This is an optimization exercise on Yosys and OpenROAD, whose aim is small area, a short achievable clock period and few clock cycles per item, not a production implementation.

== lane 1 ==
==> flow/design.v <==
module nru_mulsh (
    input  wire         clk,
    input  wire         rst_n,       
    input  wire         start,
    input  wire         op,          
    input  wire [63:0]  a,           
    input  wire [63:0]  m_hi,        
    input  wire [63:0]  m_lo,        
    input  wire [7:0]   j,           
    output wire         ready,
    output reg          done,
    output wire [63:0]  res_hi,
    output wire [63:0]  res_lo
);
    reg          busy;
    reg  [2:0]   idx;        
    reg  [3:0]   sel1;       
    reg  [3:0]   sel2;       
    reg  [3:0]   neg;        
    reg  [63:0]  x;          
    reg  [127:0] mc;         
    reg  [7:0]   r_sh;       
    reg  [191:0] acc;        
    assign ready = !busy;
    function [3:0] nbytes(input [63:0] v);
        integer i;
        begin
            nbytes = 4'd0;
            for (i = 0; i < 8; i = i + 1)
                if (|v[8*i +: 8]) nbytes = i + 1;
        end
    endfunction
    function [11:0] booth(input [63:0] v, input [2:0] c);
        reg [8:0] t;
        integer i;
        begin
            t = {v[8*c +: 8], (c == 3'd0) ? 1'b0 : v[8*c - 1]};
            for (i = 0; i < 4; i = i + 1) begin
                booth[8 + i] = t[2*i + 1] ^ t[2*i];
                booth[4 + i] = (t[2*i + 2] & ~t[2*i + 1] & ~t[2*i]) |
                               (~t[2*i + 2] & t[2*i + 1] & t[2*i]);
                booth[i]     = t[2*i + 2];
            end
        end
    endfunction
    wire [3:0]   na   = nbytes(a);
    wire [3:0]   nb   = nbytes(m_lo);
    wire         swap = !op && (nb < na);
    wire [3:0]   n    = swap ? nb : na;
    wire [63:0]  xin  = swap ? m_lo : a;
    wire [63:0]  min  = swap ? a : m_lo;
    wire [127:0] mcin = op ? {m_hi, m_lo} : {64'd0, min};
    wire [2:0]   ntop = n[2:0] - 3'd1;
    wire         topb = xin[8*ntop + 7];
    wire [128:0] mc2 = {mc, 1'b0};
    wire [128:0] mc1 = {1'b0, mc};
    wire [137:0] pp [0:3];
    genvar gi;
    generate
        for (gi = 0; gi < 4; gi = gi + 1) begin : g_pp
            wire [128:0] mag = ({129{sel1[gi]}} & mc1) | ({129{sel2[gi]}} & mc2);
            wire [129:0] one = {neg[gi], mag ^ {129{neg[gi]}}};
            if (gi == 0)
                assign pp[gi] = {{8{one[129]}}, one};
            else
                assign pp[gi] = {{(8 - 2*gi){one[129]}}, one, {(2*gi){1'b0}}};
        end
    endgenerate
    wire [137:0] ar = {2'b00, acc[127:0], 1'b0, neg[3], 1'b0, neg[2], 1'b0, neg[1], 1'b0, neg[0]};
    function [275:0] csa(input [137:0] p, input [137:0] q, input [137:0] r);
        csa = {((p & q) | (p & r) | (q & r)) << 1, p ^ q ^ r};
    endfunction
    wire [137:0] s1, c1, s2, c2, s3, c3;
    assign {c1, s1} = csa(pp[0], pp[1], pp[2]);
    assign {c2, s2} = csa(s1, c1, pp[3]);
    assign {c3, s3} = csa(s2, c2, ar);
    wire [137:0] lo    = s3 + c3;
    wire [55:0]  hi_p1 = acc[183:128] + 56'd1;
    wire [55:0]  hi_m1 = acc[183:128] - 56'd1;
    wire [55:0]  hi    = lo[137] ? hi_m1 : (lo[136] ? hi_p1 : acc[183:128]);
    wire [11:0]  bin  = booth(xin, ntop);
    wire [11:0]  bnx  = booth(x, idx);
    always @(posedge clk) begin
        if (!rst_n) begin
            busy <= 1'b0;
            done <= 1'b0;
        end else begin
            done <= 1'b0;
            if (!busy) begin
                if (start) begin
                    x    <= xin;
                    mc   <= mcin;
                    r_sh <= op ? j : 8'd0;
                    acc  <= {64'd0, topb ? mcin : 128'd0};
                    {sel1, sel2, neg} <= bin;
                    idx  <= ntop - 3'd1;
                    if (n == 4'd0)
                        done <= 1'b1;
                    else
                        busy <= 1'b1;
                end
            end else begin
                acc <= {hi, lo[135:0]};
                {sel1, sel2, neg} <= bnx;
                idx <= idx - 3'd1;
                if (idx == 3'd7) begin
                    busy <= 1'b0;
                    done <= 1'b1;
                end
            end
        end
    end
    assign res_hi = acc[127:64];
    wire [191:0] shifted = acc >> r_sh;
    assign res_lo = shifted[63:0];
endmodule
make LEC_CHECK=0 CAP_MARGIN=20 CORE_MARGIN=2 CORE_UTILIZATION=40 SETUP_SLACK_MARGIN=1.5 SLEW_MARGIN=20 finish   # period 6.5 ns
run.sh (not shown) runs the stock make flow with config.mk's settings and CLKGATE_MAP_FILE= SYNTH_SCRIPT=/design/flow/synth_recipe.tcl, a recipe that flattens the netlist after the stock synthesis.
Lane 1 finished all stages; layout check result: FAIL, due to negative setup slack.
Modified inputs, lane 2 compared to lane 1
# lane 1
export LEC_CHECK = 0
export CAP_MARGIN = 20
export CORE_MARGIN = 2
export CORE_UTILIZATION = 40
export SETUP_SLACK_MARGIN = 1.5
export SLEW_MARGIN = 20
create_clock -name core_clock -period 6.5 [get_ports {clk}]
# lane 2
export LEC_CHECK = 0
export CAP_MARGIN = 20
export CORE_MARGIN = 2
export CORE_UTILIZATION = 40
export SLEW_MARGIN = 20
create_clock -name core_clock -period 6.5 [get_ports {clk}]
### Flow results
Delta (lane 2 minus lane 1): final cycle utilization of the critical path decreased by 1.3 points relative to the old numbers, fraction of final layout cells sized beyond drive strength 1 decreased by 0.45 points relative to the old numbers.
Final standard cell area without fillers delta (lane 1 -> lane 2): insignificant
Start point of the critical path: sel1[0]$_DFFE_PP_ -> lane 2, sel1[2]$_DFFE_PP_ -> lane 1
STATUS run=lane 2 STAGES=ALL_DONE FINAL_CHECKS=FAILED CAUSE=negative setup slack
Summary: with lane 1 as the reference, non-clock buffer count in lane 2 moved up by a few percent.
No run of this note included a check of the RTL's function; only the layout flow was run.

-- port drivers added, routing unchanged --
In the flow no input, the clock included, has a driving cell. The finished layouts below were timed again as built, in two steps. Step 1 assumes that a clkbuf_16 drives the clock port and a buf_2 every other input. Step 2, shift: input delay + t, output delay - t, t = (earliest + latest rising clock arrival at the registers) / 2. This alone moves slack from input paths to output paths. a / b / c = no drivers / after step 1 / after step 2; a / b = the first two.
run | shift t [ns] | slack for setup (ns) | worst setup path after step 2
lane 1 | 0.776 | -0.216 / -0.216 / -0.216 | register to register
lane 2 | 0.767 | -0.128 / -0.128 / -0.269 | input to register
For lane 2, which loses most, drivers alone change the setup slack by 0.000 ns; drivers and shift together by -0.141 ns.
